This design comes from an exercise in tuning for small area, a short achievable clock period and few clock cycles per item on the open sky130 flow, not from production work.
The RTL was checked by simulation tests, not by an equivalence proof against the original design.
Power is estimated from default activity; no workload was simulated.

==> design/flow/design.v <==
module frame_extractor (
    input  wire        clk,
    input  wire        rst,
    input  wire        start,
    input  wire [23:0] cfg_raw_len,
    input  wire [31:0] cfg_start_off,
    input  wire [15:0] cfg_payload_len,
    input  wire [31:0] cfg_expected_len,
    output wire        busy,
    input  wire        in_valid,
    output wire        in_ready,
    input  wire [31:0] in_data,
    output reg         out_valid,
    output reg  [31:0] out_data,
    output reg  [2:0]  out_count,
    output wire        done,
    output wire        res_ok,
    output wire [23:0] res_len
);
    reg        busy_q;
    reg        rdy_q;
    reg        done_q;
    reg [15:0] plen_q;
    reg [23:0] exp_q;
    reg        exp_hi_q;      
    reg [23:0] rem_q;         
    reg [31:0] wbuf;          
    reg        wv_q;          
    reg [2:0]  wn_q;          
    reg        cs_q;          
    reg        copy_q;        
    reg [23:0] r_q;
    reg [15:0] win_q;         
    reg [1:0]  wcnt_q;
    reg [8:0]  seq_q;         
    reg [23:0] out_len;
    assign busy     = busy_q;
    assign in_ready = rdy_q;
    assign done     = done_q;
    assign res_len  = out_len;
    assign res_ok   = !exp_hi_q && (out_len == exp_q);
    wire accept = in_valid && rdy_q;
    wire more   = (rem_q[23:3] != 21'd0) || (rem_q[2] && rem_q[1:0] != 2'd0);  
    wire [47:0] win = {wbuf, win_q};
    wire [7:0]  sq  = seq_q[7:0];
    wire [8:0]  seq1 = seq_q + 9'd1;
    reg  [5:0] is02, isq, isnq;
    integer i;
    always @(*) begin
        for (i = 0; i < 6; i = i + 1) begin
            is02[i] = (win[8*i +: 8] == 8'h02);
            isq[i]  = (win[8*i +: 8] == sq);
            isnq[i] = (win[8*i +: 8] == ~sq);
        end
    end
    wire r_le4 = (r_q[23:3] == 21'd0) && (!r_q[2] || r_q[1:0] == 2'd0);
    wire cs_all = cs_q && !r_le4;               
    wire [2:0] fidx = cs_q ? (r_q[2:0] + 3'd2) : (3'd2 - {1'b0, wcnt_q});
    reg [3:0] cand;
    always @(*) begin
        for (i = 0; i < 4; i = i + 1)
            cand[i] = is02[i] && isq[i+1] && isnq[i+2] && (i[2:0] >= fidx);
    end
    wire [3:0] fits = {wn_q == 3'd4, wn_q >= 3'd3, wn_q >= 3'd2, 1'b1};
    wire [3:0] hit  = (cs_all || seq_q[8]) ? 4'd0 : (cand & fits);
    wire       found = |hit;
    wire [1:0] k = hit[0] ? 2'd0 : hit[1] ? 2'd1 : hit[2] ? 2'd2 : 2'd3;
    wire       plen0 = (plen_q == 16'd0);
    wire       hit2 = hit[0] && plen0 && (wn_q == 3'd4) && !seq1[8] &&
                      (win[31:24] == 8'h02) && (win[39:32] == seq1[7:0]) &&
                      (win[47:40] == ~seq1[7:0]);
    reg  [16:0] rnew;         
    always @(*) begin
        case (k)
            2'd0: rnew = {1'b0, plen_q} - 17'd3;
            2'd1: rnew = {1'b0, plen_q} - 17'd2;
            2'd2: rnew = {1'b0, plen_q} - 17'd1;
            default: rnew = {1'b0, plen_q};
        endcase
    end
    reg  [1:0] lo;
    reg  [2:0] cnt;
    always @(*) begin
        lo  = 2'd0;
        cnt = 3'd0;
        if (cs_q && copy_q) begin
            if (!r_le4) cnt = wn_q;
            else        cnt = (r_q[2:0] < wn_q) ? r_q[2:0] : wn_q;
        end
        if (found && k != 2'd3) begin
            lo = k + 2'd1;
            if (plen_q < 16'd4 && plen_q[2:0] < (wn_q - {1'b0, k} - 3'd1))
                cnt = plen_q[2:0];
            else
                cnt = wn_q - {1'b0, k} - 3'd1;
        end
    end
    reg        cs_n, copy_n;
    reg [23:0] r_n;
    reg [1:0]  wcnt_n;
    reg [8:0]  seq_n;
    always @(*) begin
        cs_n   = cs_q;
        copy_n = copy_q;
        r_n    = r_q - 24'd4;
        seq_n  = seq_q;
        wcnt_n = 2'd2;
        if (!cs_all) begin
            cs_n = 1'b0;
            wcnt_n = (fidx <= 3'd4) ? 2'd2 : (fidx == 3'd5) ? 2'd1 : 2'd0;
            if (found) begin
                seq_n = seq1;
                if (plen0) begin
                    if (hit2) begin
                        seq_n  = seq_q + 9'd2;
                        wcnt_n = 2'd0;
                    end else
                        wcnt_n = (k <= 2'd1) ? 2'd2 : (k == 2'd2) ? 2'd1 : 2'd0;
                end else if (!rnew[16] && rnew[15:0] != 16'd0) begin
                    cs_n   = 1'b1;
                    copy_n = 1'b1;
                    r_n    = {8'd0, rnew[15:0]};
                end else begin
                    wcnt_n = -rnew[1:0];
                end
            end
        end
    end
    wire [31:0] odata = wbuf >> {lo, 3'b000};
    wire [3:0]  ol_lo  = {1'b0, out_len[2:0]} + {1'b0, cnt};
    wire [20:0] ol_hi1 = out_len[23:3] + 21'd1;
    wire [23:0] ol_n   = {ol_lo[3] ? ol_hi1 : out_len[23:3], ol_lo[2:0]};
    always @(posedge clk) begin
        wbuf <= in_data;
        wn_q <= more ? 3'd4 : rem_q[2:0];
        out_data  <= odata;
        out_count <= cnt;
        if (rst) begin
            busy_q    <= 1'b0;
            rdy_q     <= 1'b0;
            done_q    <= 1'b0;
            wv_q      <= 1'b0;
            out_valid <= 1'b0;
        end else begin
            busy_q    <= busy_q ? rdy_q : start;
            done_q    <= busy_q && !rdy_q;
            wv_q      <= accept;
            out_valid <= wv_q && (cnt != 3'd0);
            if (!busy_q)
                rdy_q <= start && (cfg_raw_len != 24'd0);
            else if (accept)
                rdy_q <= more;
        end
        if (!busy_q) begin
            plen_q   <= cfg_payload_len;
            exp_q    <= cfg_expected_len[23:0];
            exp_hi_q <= (cfg_expected_len[31:24] != 8'd0);
            rem_q    <= cfg_raw_len;
            cs_q     <= 1'b1;
            copy_q   <= 1'b0;
            r_q      <= (cfg_start_off[31:24] != 8'd0) ? 24'hFFFFFF : cfg_start_off[23:0];
            wcnt_q   <= 2'd0;
            seq_q    <= 9'd1;
            out_len  <= 24'd0;
        end else begin
            if (accept)
                rem_q <= rem_q - 24'd4;
            if (wv_q) begin
                cs_q    <= cs_n;
                copy_q  <= copy_n;
                r_q     <= r_n;
                wcnt_q  <= wcnt_n;
                seq_q   <= seq_n;
                win_q   <= wbuf[31:16];
                out_len <= ol_n;
            end
        end
    end
endmodule
==> design/flow/run.sh <==
#!/bin/bash
# synth_recipe.tcl (not shown) runs the flow's synth.tcl, then flattens the netlist and writes it again
# the make line also repeats each setting of config.mk as NAME=value (left out here)
make -C /OpenROAD-flow-scripts/flow DESIGN_CONFIG=/design/flow/config.mk WORK_HOME=/design/flow/orfs CLKGATE_MAP_FILE= SYNTH_SCRIPT=/design/flow/synth_recipe.tcl finish
==> design/flow/config.mk <==
export PLATFORM = sky130hd
export DESIGN_NAME = frame_extractor
export DESIGN_NICKNAME = frame_extractor
export VERILOG_FILES = /design/flow/design.v
export SDC_FILE = /design/flow/constraint.sdc
export NUM_CORES = 4
export LEC_CHECK = 0
export CAP_MARGIN = 20
export CORE_MARGIN = 2
export CORE_UTILIZATION = 40
export PLACE_DENSITY = 0.6
export SLEW_MARGIN = 20
==> design/flow/constraint.sdc <==
create_clock -name core_clock -period 10.0 [get_ports {clk}]
set_input_delay 2.0000 -clock core_clock [delete_from_list [all_inputs] [get_ports {clk}]]
set_output_delay 2.0000 -clock core_clock [all_outputs]
set_load 0.01 [all_outputs]
==> run notes <==
Syn Inst Count ~1,200; net count after synthesis around 1,400; WL per Instance 19.2 microns; nets@finish 1,555; hold buffer count at CTS 0; Setup Buffers After CTS 0; GRT Residual Overflow 0; pre-CTS setup slack between 3000 and 4000 ps; I/O Pins about 200; row count 62; vias after detailed routing about 10,000; CTS sink cnt approximately 220; fin. max-slew vios 0; share of post-route cells with drive strength above 1 6.09%; Final period util between 60% and 70%; DRC errors left 0; Die Span X 174 microns; CP startpoint kind flip-flop; worst min-delay path class reg -> reg; # diodes 0; Layout Skew ~18 ps; #FFs+latches synth about 220; CTS buffer count 25; fin crit period 6750 ps; maximum vdd ir drop about 0.00013 V; P per Cell Area between 100 and 150 nW/um^2; Slew HR around 29%; RePlAce Congestion around 0.97; Total GRT Usage between 20% and 30%; Pleak slightly above 5 nW; full die area a little over 30,000 sq um; synthesized area between 10,000 and 15,000 sq um; Syn-to-layout area delta 27.5%; TritonCTS clock tree done; syn avg cell area about 9.5 sq um; Synth async-reset ratio 0%; CP endpoint kind flip-flop; port bufs between 200 and 250; htree depth 1; post-DP HPWL approximately 25,000 microns; # fillers ~2,600; initial core utilization 40.5%; # setup viols final 0; worst-path maximum fanout 12; core area ~29,000 sq um; fmax ~150 MHz; First-pass DRT Iterations 5; initial antenna violation count 0; CP Class reg -> reg; Initial DRC Count 620; Synth Warn # 1; Setup Total Neg Slack 0 ps; Worst-Margin Slew between 1000 and 1500 ps; number of hold violations in the final report 0; via density per instance around 5.5; Post-synth EDFFs approximately 110; Seq/Total Area, Yosys a little under half; clk slew on worst S/H paths 60 ps; largest net degree at the start of global routing 96; final wirelength between 30,000 and 40,000 microns; Top FF cell, synth dfxtp_1; Detail Route Antenna Nets 0; first-pass GRT wire length roughly 55,000 microns; Bufs on Longest Clock Path 3; root buffer cell clkbuf_16; Max-cap violations 0; PnR worst setup slack roughly 3200 ps; Crit path arrival time a little over 7000 ps; Die Ht between 150 and 200 microns; status complete, no violations; clock latency on the worst-skew pair approximately 550 ps; Worst EP required around 10,000 ps; distinct cell type count after synthesis between 70 and 80; RSZ-0062 raised after global routing no; number of instances resized during post-cts repair 0; vias in the first global route just under 10,000
-- worst max-delay path, stage by stage (launching register included) --
cell      delay [ps]
edfxtp_1         470
or4_4            610
or4_4            570
o21ai_2          300
nand2_1          340
a21oi_1          310
ha_1             190
inv_1             50
fa_1             380
xnor2_1          210
ha_1             270
nor2b_1          130
or4_1            490
o211ai_1         180
o21ai_0          220
ha_1             360
a21o_1           100
a21oi_1           50
nor2_1           310
nand4_1          410
or3_1            480
xor2_1           130
nor2_1            50
-- cell usage in the layout (no fill, tap or decap), types with 22 or more instances in the layout --
| cell type | Yosys | routed |
|---|---|---|
| clkdlybuf4s50_1 | 0 | 203 |
| o21ai_0 | 41 | 41 |
| edfxtp_1 | 105 | 105 |
| xnor2_1 | 66 | 66 |
| xor2_1 | 54 | 54 |
| nor2_1 | 135 | 135 |
| nor3_1 | 60 | 60 |
| dfxtp_1 | 112 | 111 |
| nand2_1 | 96 | 96 |
| mux2i_1 | 28 | 28 |
| clkbuf_16 | 0 | 25 |
| nor4_1 | 50 | 50 |
| nand3_1 | 22 | 22 |
| nand4_1 | 27 | 27 |
| a21oi_1 | 64 | 64 |
| nor2b_1 | 22 | 22 |
-- per-layer routing --
layer / wire length (microns) / track usage (%) / up-vias
met5: 0 / 0 / -
met4: 838 / 6.62 / 0
met3: 2660 / 4.92 / 64
met2: 15600 / 36.0 / 368
met1: 15500 / 30.9 / 4714
li1: - / - / 4815
-- layout make-up --
type,instances,area [sq um],area share (%)
multi-input cells,918,5880,39.8
flip-flops and latches,217,5400,36.5
repair buffers,211,2100,14.2
clock buffers,36,727,4.92
well taps,384,480,3.25
clock inverters,10,108,0.729
inverters,21,80.1,0.542
-- worst paths after layout --
kind / cells after the start / from / slack [ps] / endpoint
worst max-delay path: 22 / r_q[12] / 3250 / out_len[18]
worst max register to register: 22 / r_q[12] / 3250 / out_len[18]
worst min-delay path: 1 / rem_q[0] / 490 / wn_q[0]
worst min register to register: 1 / rem_q[0] / 490 / wn_q[0]
-- cell families (layout without fill, tap and decap cells) --
family / after synthesis / after routing / synth area share [%]
DFF: 217 / 217 / 46.6
xor gates and xnor gates: 120 / 120 / 9.08
buffers and inverters: 79 / 278 / 2.71
muxes: 41 / 41 / 3.68
adders and majority gates: 21 / 21 / 2.46
and+or+nand+nor: 538 / 538 / 24.6
AOI/OAI and AO/OA: 198 / 198 / 10.8
-- registers in the layout (all words and copies together), names as in the netlist --
register	flops
wbuf	32
exp_hi_q	1
wcnt_q	2
plen_q	16
win_q	16
rem_q	24
exp_q	24
seq_q	9
cs_q	1
copy_q	1
rdy_q	1
out_count	3
wn_q	3
busy_q	1
wv_q	1
r_q	24
out_valid	1
done_q	1
out_data	32
out_len	24
-- synthesized netlist by cell type (all sizes together) (13+ instances only) --
cell type | instances | area share [%]
a211oi | 23 | 1.6
a21oi | 66 | 2.9
and3b | 13 | 0.98
buf | 15 | 0.64
clkbuf | 43 | 1.4
dfxtp | 112 | 19
edfxtp | 105 | 27
ha | 18 | 1.9
inv | 21 | 0.68
mux2 | 13 | 1.3
mux2i | 28 | 2.4
nand2 | 96 | 3.1
nand2b | 13 | 0.70
nand3 | 22 | 0.95
nand4 | 28 | 1.6
nor2 | 136 | 4.4
nor2b | 22 | 1.2
nor3 | 60 | 2.6
nor3b | 20 | 1.3
nor4 | 51 | 2.8
o21ai | 45 | 2.0
o22ai | 15 | 0.81
or3 | 17 | 0.92
or4 | 16 | 1.1
xnor2 | 66 | 5.0
xor2 | 54 | 4.1
-- through the flow --
| stage | utilization (%) | instance area (sq um) | cells | hold WS, ps | power [mW] |
|---|---|---|---|---|---|
| 2_1_floorplan | - | 11600 | 1214 | 406 | 1.13 |
| 3_5_place_dp | 48.6 | 13900 | 1750 | 464 | 1.24 |
| 3_3_place_gp | 48.6 | 13900 | 1750 | 474 | 1.24 |
| 6_report | 51.6 | 14800 | 1797 | 487 | 2.15 |
| 4_1_cts | 51.5 | 14800 | 1796 | 490 | 2.18 |
| 5_1_grt | 51.6 | 14800 | 1797 | 529 | 2.23 |
-- power by group --
part / total [mW] / switching, mW / internal [mW]
clock network: 0.927 / 0.371 / 0.556
registers: 1.03 / 0.0506 / 0.982
logic: 0.191 / 0.0834 / 0.108
Testbench counts, summed over its fixed seeds: cycles 21,210, bytes 81,204.

==> separate check: timing with driven ports <==
No port has a modelled driver above. Below, the same layout with a new extraction and two added sets of constraints.
Step 1 (the two cells are an assumption about what drives the block):
set clk [get_ports {clk}]
set_driving_cell -lib_cell sky130_fd_sc_hd__clkbuf_16 $clk
set_driving_cell -lib_cell sky130_fd_sc_hd__buf_2 [delete_from_list [all_inputs] $clk]
Step 2, shift: input delay + t, output delay - t, t = (earliest + latest rising clock arrival at the registers) / 2. This alone moves slack from input paths to output paths.
Slacks: ideal ports / drivers / drivers and shift; pairs: ideal ports / drivers.
t (ns): 0.589
setup slack, ns: 3.249 / 3.249 / 3.249
worst register clock-pin slew, ns: 0.06 / 0.06
After both steps setup and hold are still met in this run. The setup slack of this run moves by 0.000 ns with the drivers and by 0.000 ns with both steps.
